Background: an optimization exercise with open tools, aiming at small area, a short achievable clock period and few clock cycles. Do not read the settings as production practice.
At most, simulation tests tie the RTL to the original design; equivalence was not proved.
Power and IR drop assume default switching activity.

Design rfd_bin_decoder, start of the top module:
module rfd_bin_decoder (
    input  wire        clk,
    input  wire        rst,         
    input  wire        in_valid,
    input  wire [7:0]  in_byte,
    output wire        in_ready,
    output wire        out_valid,
    input  wire        out_ready,
    output wire        out_ok,
    output wire [7:0]  out_len,
    output wire [15:0] out_pm1,
    output wire [15:0] out_pm2,
    output wire [15:0] out_n,
    output wire [15:0] out_m,
    output wire [15:0] out_g,
    output wire [31:0] out_x,
    output wire [31:0] out_y,
    output wire [31:0] out_z,
    output wire [31:0] out_e,
    output wire [31:0] out_f,
    output wire [7:0]  out_t,
    output wire [31:0] out_s,
    output wire [31:0] out_p,
    output wire [31:0] out_i,
    output wire [31:0] out_j,
    output wire [31:0] out_r,
    output wire [6:0]  out_tlen,
    input  wire [6:0]  text_addr,
    output wire [7:0]  text_byte
);
Size: ~2200 cells after synthesis, roughly 450 I/O pins.
Settings: LEC_CHECK=0, CAP_MARGIN=20, CORE_MARGIN=2, CORE_UTILIZATION=40, PLACE_DENSITY=0.6, SLEW_MARGIN=20; clock period 14.0 ns.
run.sh (not shown) runs the stock make flow with config.mk's settings and CLKGATE_MAP_FILE= SYNTH_SCRIPT=/design/flow/synth_recipe.tcl, a recipe that flattens the netlist after the stock synthesis.
Testbench counts at the start, summed over its fixed seeds: cycles 54,262.
Rerun with:
==> flow/flow/run.sh (new file) <==
#!/bin/bash
# Standard ORFS layout (the standard.sh, unchanged synthesis) with three
# layout knobs: port buffers use the small buf_1 cell, CTS inserts no dummy
# loads, and repair_timing aims for a larger setup margin so the
# text_addr -> text_byte path is sized for speed.
set -euo pipefail
MARGIN=$(cat flow/margin.txt)
bash standard.sh \
  'BUFFER_PORTS_ARGS=-buffer_cell sky130_fd_sc_hd__buf_1' \
  'CTS_ARGS=-sink_clustering_enable -repair_clock_nets -dont_use_dummy_load' \
  "SETUP_SLACK_MARGIN=${MARGIN}" \
  finish > make_finish.log 2>&1
==> flow/flow/margin.txt (new file) <==
7
==> flow/standard.sh (new file) <==
#!/bin/bash
# synth_recipe.tcl (not shown) runs the flow's synth.tcl, then flattens the netlist and writes it again
# the make line also repeats each setting of config.mk as NAME=value (left out here)
make -C /OpenROAD-flow-scripts/flow DESIGN_CONFIG=/design/flow/config.mk WORK_HOME=/design/flow/orfs CLKGATE_MAP_FILE= SYNTH_SCRIPT=/design/flow/synth_recipe.tcl "${@:-finish}"
removed: flow/run.sh
Outcome:
- via count increases slightly
- synthesized area does not change
- worst hold slack got worse by 8.1 ps
- fmax increases by a quarter to a third

rfd_bin_decoder again, from the RTL that the note above started with.
Settings: LEC_CHECK=0, CAP_MARGIN=20, CORE_MARGIN=2, CORE_UTILIZATION=40, PLACE_DENSITY=0.6, SETUP_SLACK_MARGIN=5, SLEW_MARGIN=20; clock period 14.0 ns.
Stock flow here: none of the scripts above is used.
The starting point produced a clean layout.
Testbench counts at the start, summed over its fixed seeds: cycles 54,262.
Rerun with:
==> flow/flow/run.sh (new file) <==
#!/bin/bash
# Standard ORFS layout (the standard.sh, unchanged synthesis) with three
# layout knobs: port buffers use the small buf_1 cell, CTS inserts no dummy
# loads, and repair_timing aims for a larger setup margin so the
# text_addr -> text_byte path is sized for speed.
set -euo pipefail
MARGIN=$(cat flow/margin.txt)
bash standard.sh \
  'BUFFER_PORTS_ARGS=-buffer_cell sky130_fd_sc_hd__buf_1' \
  "CTS_ARGS=-sink_clustering_enable -repair_clock_nets -dont_use_dummy_load -buf_list {$(cat flow/ctsbufs.txt)}" \
  "SETUP_SLACK_MARGIN=${MARGIN}" \
  finish > make_finish.log 2>&1
==> flow/flow/ctsbufs.txt (new file) <==
sky130_fd_sc_hd__clkbuf_4 sky130_fd_sc_hd__clkbuf_8
==> flow/flow/margin.txt (new file) <==
7
==> flow/standard.sh (new file) <==
#!/bin/bash
# synth_recipe.tcl (not shown) runs the flow's synth.tcl, then flattens the netlist and writes it again
# the make line also repeats each setting of config.mk as NAME=value (left out here)
make -C /OpenROAD-flow-scripts/flow DESIGN_CONFIG=/design/flow/config.mk WORK_HOME=/design/flow/orfs CLKGATE_MAP_FILE= SYNTH_SCRIPT=/design/flow/synth_recipe.tcl "${@:-finish}"
SETUP_SLACK_MARGIN = not set   (was 5)
removed: flow/run.sh
- sequential share of layout area goes up by 3.3 points
- design area goes down by 5.0%
- setup slack improved by 1.2 ns
- clock-buffer cell count rose by 39
- critical path depth increases by 2
- routed wire length climbs by 0.57%
- area after synthesis stays the same
- global-route usage goes up by 0.15 points

rfd_bin_decoder, a different RTL version from the one above (not shown whole).
Size in the first run: about 2400 cells after synthesis, ~450 I/O pins, ~40000 µm² of cells after synthesis.
export LEC_CHECK = 0
export CAP_MARGIN = 20
export CORE_MARGIN = 2
export CORE_UTILIZATION = 60
export PLACE_DENSITY = 0.72
export SLEW_MARGIN = 20
export SYNTH_HIERARCHICAL = 1
create_clock -name core_clock -period 14.0 [get_ports {clk}]
standard.sh (not shown) runs the stock make flow with config.mk's settings and CLKGATE_MAP_FILE= SYNTH_SCRIPT=/design/flow/synth_recipe.tcl, a recipe that flattens the netlist after the stock synthesis.
==> flow/flow/run.sh <==
#!/bin/bash
# Standard ORFS layout (the standard.sh, unchanged synthesis) with three
# layout knobs: port buffers use the small buf_1 cell, CTS inserts no dummy
# loads, and repair_timing aims for a larger setup margin so the
# text_addr -> text_byte path is sized for speed.
set -euo pipefail
MARGIN=$(cat flow/margin.txt)
bash standard.sh \
  'BUFFER_PORTS_ARGS=-buffer_cell sky130_fd_sc_hd__buf_1' \
  "CTS_ARGS=-sink_clustering_enable -repair_clock_nets -dont_use_dummy_load -buf_list {$(cat flow/ctsbufs.txt)}" \
  "SETUP_SLACK_MARGIN=${MARGIN}" \
  finish > make_finish.log 2>&1
==> flow/flow/ctsbufs.txt <==
sky130_fd_sc_hd__clkbuf_4 sky130_fd_sc_hd__clkbuf_8
==> flow/flow/margin.txt <==
7
Rerun with:
CORE_UTILIZATION = 40   (was 60)
PLACE_DENSITY = 0.6   (was 0.72)
Outcome:
- wire length went up by about 5%
- cell count increases by about 12%
- cell area went up by about 1.5%
Function was not checked in any run of this note: the RTL went through the layout flow alone.

## wip/nickel
Another version of the RTL of rfd_bin_decoder (not shown whole).
For scale: about 1,100 flip-flops.
// rfd_bin_decoder
module rfd_bin_decoder (
    input  wire        clk,
    input  wire        rst,         
    input  wire        in_valid,
    input  wire [7:0]  in_byte,
    output wire        in_ready,
    output wire        out_valid,
    input  wire        out_ready,
    output wire        out_ok,
    output wire [7:0]  out_len,
    output wire [15:0] out_pm1,
    output wire [15:0] out_pm2,
    output wire [15:0] out_n,
    output wire [15:0] out_m,
    output wire [15:0] out_g,
    output wire [31:0] out_x,
    output wire [31:0] out_y,
    output wire [31:0] out_z,
    output wire [31:0] out_e,
    output wire [31:0] out_f,
    output wire [7:0]  out_t,
    output wire [31:0] out_s,
    output wire [31:0] out_p,
    output wire [31:0] out_i,
    output wire [31:0] out_j,
    output wire [31:0] out_r,
    output wire [6:0]  out_tlen,
    input  wire [6:0]  text_addr,
    output wire [7:0]  text_byte
);
clock: 14.0 ns
lec_check: 0
cap_margin: 20
core_margin: 2
core_utilization: 40
place_density: 0.6
slew_margin: 20
synth_hierarchical: 1
==> flow/flow/margin.txt <==
8
Scripts as last shown in full above: flow/flow/run.sh, flow/flow/ctsbufs.txt
Testbench counts of wip/nickel, summed over its fixed seeds: cycles 54,262.
Relative to wip/nickel, the following input files were edited for wip/amber:
diff --git a/flow/flow/run.sh b/flow/flow/run.sh
--- a/flow/flow/run.sh
+++ b/flow/flow/run.sh
@@ -8,5 +8,5 @@
 bash standard.sh \
   'BUFFER_PORTS_ARGS=-buffer_cell sky130_fd_sc_hd__buf_1' \
-  "CTS_ARGS=-sink_clustering_enable -repair_clock_nets -dont_use_dummy_load -buf_list {$(cat flow/ctsbufs.txt)}" \
+  "CTS_ARGS=-sink_clustering_enable -repair_clock_nets -dont_use_dummy_load -buf_list {$(cat flow/ctsbufs.txt)} $(cat flow/ctsextra.txt)" \
   "SETUP_SLACK_MARGIN=${MARGIN}" \
   finish > make_finish.log 2>&1
==> flow/flow/ctsextra.txt (new file) <==
-sink_clustering_size 18 -sink_clustering_max_diameter 55
==> flow/flow/margin.txt <==
7
Findings:
When wip/amber is measured against wip/nickel, its clock-buffer cell count turns out 83 lower. Delta (wip/amber minus wip/nickel): non-clock buffer count moved down, maximum vdd drop has increased. Comparing wip/nickel and wip/amber, the lower number of non-filler instances in the completed layout is on wip/amber. Per the comparison of wip/amber with wip/nickel, post-route minimum period shrank by 0.085 ns, number of gates given a new drive strength after cts grew by 11%.
The inputs of wip/indigo differ from those of wip/amber as listed below.
==> flow/flow/ctsextra.txt <==
-sink_clustering_size 16 -sink_clustering_max_diameter 50
==> flow/flow/margin.txt <==
7.5
### Flow results
wip/amber → wip/indigo: final wirelength moved up, placed cell count level, via count moved up. As far as register clock-pin slew on the reported worst setup and hold paths is concerned, wip/indigo and wip/amber perform about the same. Taking wip/amber as the reference, in wip/indigo cell area reported after detailed placement saw little to no change, count of clock-buffer cells in the layout saw an increase, achievable clock frequency saw a decrease, met2 demand-to-capacity share in global routing saw a decrease.

nickel:
Starting RTL as in the previous note.
Settings: LEC_CHECK=0, CAP_MARGIN=20, CORE_MARGIN=2, CORE_UTILIZATION=40, PLACE_DENSITY=0.6, SLEW_MARGIN=20, SYNTH_HIERARCHICAL=1; clock period 14.0 ns.
==> flow/flow/run.sh <==
#!/bin/bash
# Standard ORFS layout (the standard.sh, unchanged synthesis) with three
# layout knobs: port buffers use the small buf_1 cell, CTS inserts no dummy
# loads, and repair_timing aims for a larger setup margin so the
# text_addr -> text_byte path is sized for speed.
set -euo pipefail
MARGIN=$(cat flow/margin.txt)
bash standard.sh \
  'BUFFER_PORTS_ARGS=-buffer_cell sky130_fd_sc_hd__buf_1' \
  "CTS_ARGS=-sink_clustering_enable -repair_clock_nets -dont_use_dummy_load -buf_list {$(cat flow/ctsbufs.txt)} $(cat flow/ctsextra.txt)" \
  "SETUP_SLACK_MARGIN=${MARGIN}" \
  finish > make_finish.log 2>&1
==> flow/flow/ctsextra.txt <==
-sink_clustering_size 16 -sink_clustering_max_diameter 50
==> flow/flow/margin.txt <==
6.5
Scripts as last shown in full above: flow/flow/ctsbufs.txt
The flow did not stop early for nickel: all stages ran, and the layout cleared the timing, DRC and antenna checks.
Testbench counts of nickel, summed over its fixed seeds: cycles 54,262.
Modified inputs, violet compared to nickel
diff --git a/flow/flow/run.sh b/flow/flow/run.sh
--- a/flow/flow/run.sh
+++ b/flow/flow/run.sh
@@ -8,5 +8,5 @@
 bash standard.sh \
   'BUFFER_PORTS_ARGS=-buffer_cell sky130_fd_sc_hd__buf_1' \
-  "CTS_ARGS=-sink_clustering_enable -repair_clock_nets -dont_use_dummy_load -buf_list {$(cat flow/ctsbufs.txt)} $(cat flow/ctsextra.txt)" \
+  "CTS_ARGS=-sink_clustering_enable -repair_clock_nets -dont_use_dummy_load -buf_list {$(cat flow/ctsbufs.txt)}" \
   "SETUP_SLACK_MARGIN=${MARGIN}" \
   finish > make_finish.log 2>&1
==> flow/flow/margin.txt <==
7
removed: flow/flow/ctsextra.txt
==> run summary <==
In the route summary, violet ends up with a via count exceeding that of nickel.
violet vs nickel — share of the cycle needed by the critical path after routing dropped 0.78 points.
Sequential cell area in the final layout essentially unchanged between violet and nickel.
nickel was smaller in final cell area than violet.
Between nickel and violet, the cell count went up.
violet vs nickel: first-pass GRT wire length up slightly
violet and nickel ended up with nearly the same synthesized instance count.
The met1 routed wirelength after detailed routing of violet falls short of that of nickel by 1800 um.
Diff nickel -> violet | internal power | up by a little under 10%
The final reports for violet and nickel show number of optimization iterations in the first detailed-route pass higher in the former.
Looking at critical path capture point, the text_byte[4] result is from violet; the text_byte[2] one comes from nickel.
#### Input delta (onyx over violet)
# violet
export LEC_CHECK = 0
export CAP_MARGIN = 20
export CORE_MARGIN = 2
export CORE_UTILIZATION = 40
export PLACE_DENSITY = 0.6
export SLEW_MARGIN = 20
export SYNTH_HIERARCHICAL = 1
create_clock -name core_clock -period 14.0 [get_ports {clk}]
# onyx
export LEC_CHECK = 0
export CAP_MARGIN = 20
export CORE_MARGIN = 2
export CORE_UTILIZATION = 50
export PLACE_DENSITY = 0.65
export SLEW_MARGIN = 20
export SYNTH_HIERARCHICAL = 1
create_clock -name core_clock -period 14.0 [get_ports {clk}]
diff --git a/flow/flow/run.sh b/flow/flow/run.sh
--- a/flow/flow/run.sh
+++ b/flow/flow/run.sh
@@ -8,5 +8,5 @@
 bash standard.sh \
   'BUFFER_PORTS_ARGS=-buffer_cell sky130_fd_sc_hd__buf_1' \
-  "CTS_ARGS=-sink_clustering_enable -repair_clock_nets -dont_use_dummy_load -buf_list {$(cat flow/ctsbufs.txt)}" \
+  "CTS_ARGS=-sink_clustering_enable -repair_clock_nets -dont_use_dummy_load -buf_list {$(cat flow/ctsbufs.txt)} $(cat flow/ctsextra.txt)" \
   "SETUP_SLACK_MARGIN=${MARGIN}" \
   finish > make_finish.log 2>&1
==> flow/flow/ctsextra.txt (new file) <==
-sink_clustering_size 16 -sink_clustering_max_diameter 50
[summary]
onyx vs violet: fmax down
Delta (onyx minus violet): number of nets at the end of the flow saw a decrease; filler cell count moved down.
onyx vs violet: share of the clock period used by the worst path after layout up in onyx
The final area of onyx was superior to that of violet.
When the final numbers for onyx and violet were put side by side, the proportion of final cell area spent on non-clock buffers turned out to be smaller in violet.
Against violet, onyx comes in 5.4 points higher on total track usage.
Comparing met2 usage in global routing for onyx and violet, the bigger number came from onyx.
Input changes introduced in quartz (baseline for comparison: onyx):
# onyx
export LEC_CHECK = 0
export CAP_MARGIN = 20
export CORE_MARGIN = 2
export CORE_UTILIZATION = 50
export PLACE_DENSITY = 0.65
export SLEW_MARGIN = 20
export SYNTH_HIERARCHICAL = 1
create_clock -name core_clock -period 14.0 [get_ports {clk}]
# quartz
export LEC_CHECK = 0
export CAP_MARGIN = 20
export CORE_MARGIN = 2
export CORE_UTILIZATION = 40
export PLACE_DENSITY = 0.6
export SLEW_MARGIN = 20
export SYNTH_HIERARCHICAL = 1
create_clock -name core_clock -period 14.0 [get_ports {clk}]
Notes after the runs:
Delta (quartz minus onyx): worst stage delay on the critical path shows a reduction of 0.13 ns, sequential share of cell area shows a reduction of 0.28 points, clock buffer instance count of the final layout shows an increase of about 1%, number of multi-input logic gates shows no meaningful change, total global-route track usage shows a reduction of 5.7 points.
Number of DRC violations after detailed-routing iteration 0 for quartz is lower than for onyx.
Measured against onyx, the post-detailed-route via-to-cell ratio of quartz comes out at 0.920 times the reference value.
Of the two values seen for worst setup path startpoint, text_addr[0] was produced by onyx and text_addr[2] by quartz.
Cmp onyx and quartz / layout overhead on the synthesized area / lower: onyx
onyx -> quartz: total power flat

[separate check: timing with driven ports]
No port has a modelled driver above. Below, the same layouts with a new extraction and two added sets of constraints.
Step 1, drivers: a clkbuf_16 drives clk and a buf_2 each remaining input, both assumed.
Step 2 adds t to the input delays and takes it off the output delays; t is the mean of the earliest and latest rising clock arrival at the registers after step 1. Input paths then give back, and output paths get back, about the clock's delay inside the block.
Slacks: ideal ports / drivers / drivers and shift; pairs: ideal ports / drivers.
| run | shift t [ns] | setup WS [ns] | latest minus earliest clock arrival (ns) |
|---|---|---|---|
| the first run of note 1 | 0.750 | 4.080 / 4.028 / 4.028 | 0.043 / 0.043 |
| the second run of note 1 | 0.723 | 6.282 / 5.938 / 5.938 | 0.089 / 0.089 |
| the first run of note 2 | 0.750 | 5.056 / 4.980 / 4.980 | 0.043 / 0.043 |
| the second run of note 2 | 0.846 | 6.257 / 5.915 / 5.915 | 0.130 / 0.130 |
| the first run of note 3 | 0.832 | 6.090 / 6.008 / 6.008 | 0.085 / 0.084 |
| the second run of note 3 | 0.873 | 6.087 / 6.035 / 6.035 | 0.117 / 0.117 |
| wip/nickel | 0.863 | 6.365 / 6.172 / 6.172 | 0.126 / 0.127 |
| wip/amber | 0.789 | 6.450 / 6.374 / 6.374 | 0.122 / 0.122 |
| wip/indigo | 0.793 | 6.402 / 6.260 / 6.260 | 0.125 / 0.126 |
| nickel | 0.812 | 6.366 / 6.288 / 6.106 | 0.087 / 0.086 |
| violet | 0.867 | 6.475 / 6.400 / 6.349 | 0.144 / 0.145 |
| onyx | 0.746 | 6.351 / 6.304 / 6.304 | 0.165 / 0.165 |
| quartz | 0.791 | 6.414 / 6.360 / 6.360 | 0.104 / 0.105 |
After both steps every run listed still meets setup and hold. For the second run of note 1, which loses most, drivers alone change the setup slack by -0.344 ns; drivers and shift together by -0.344 ns.
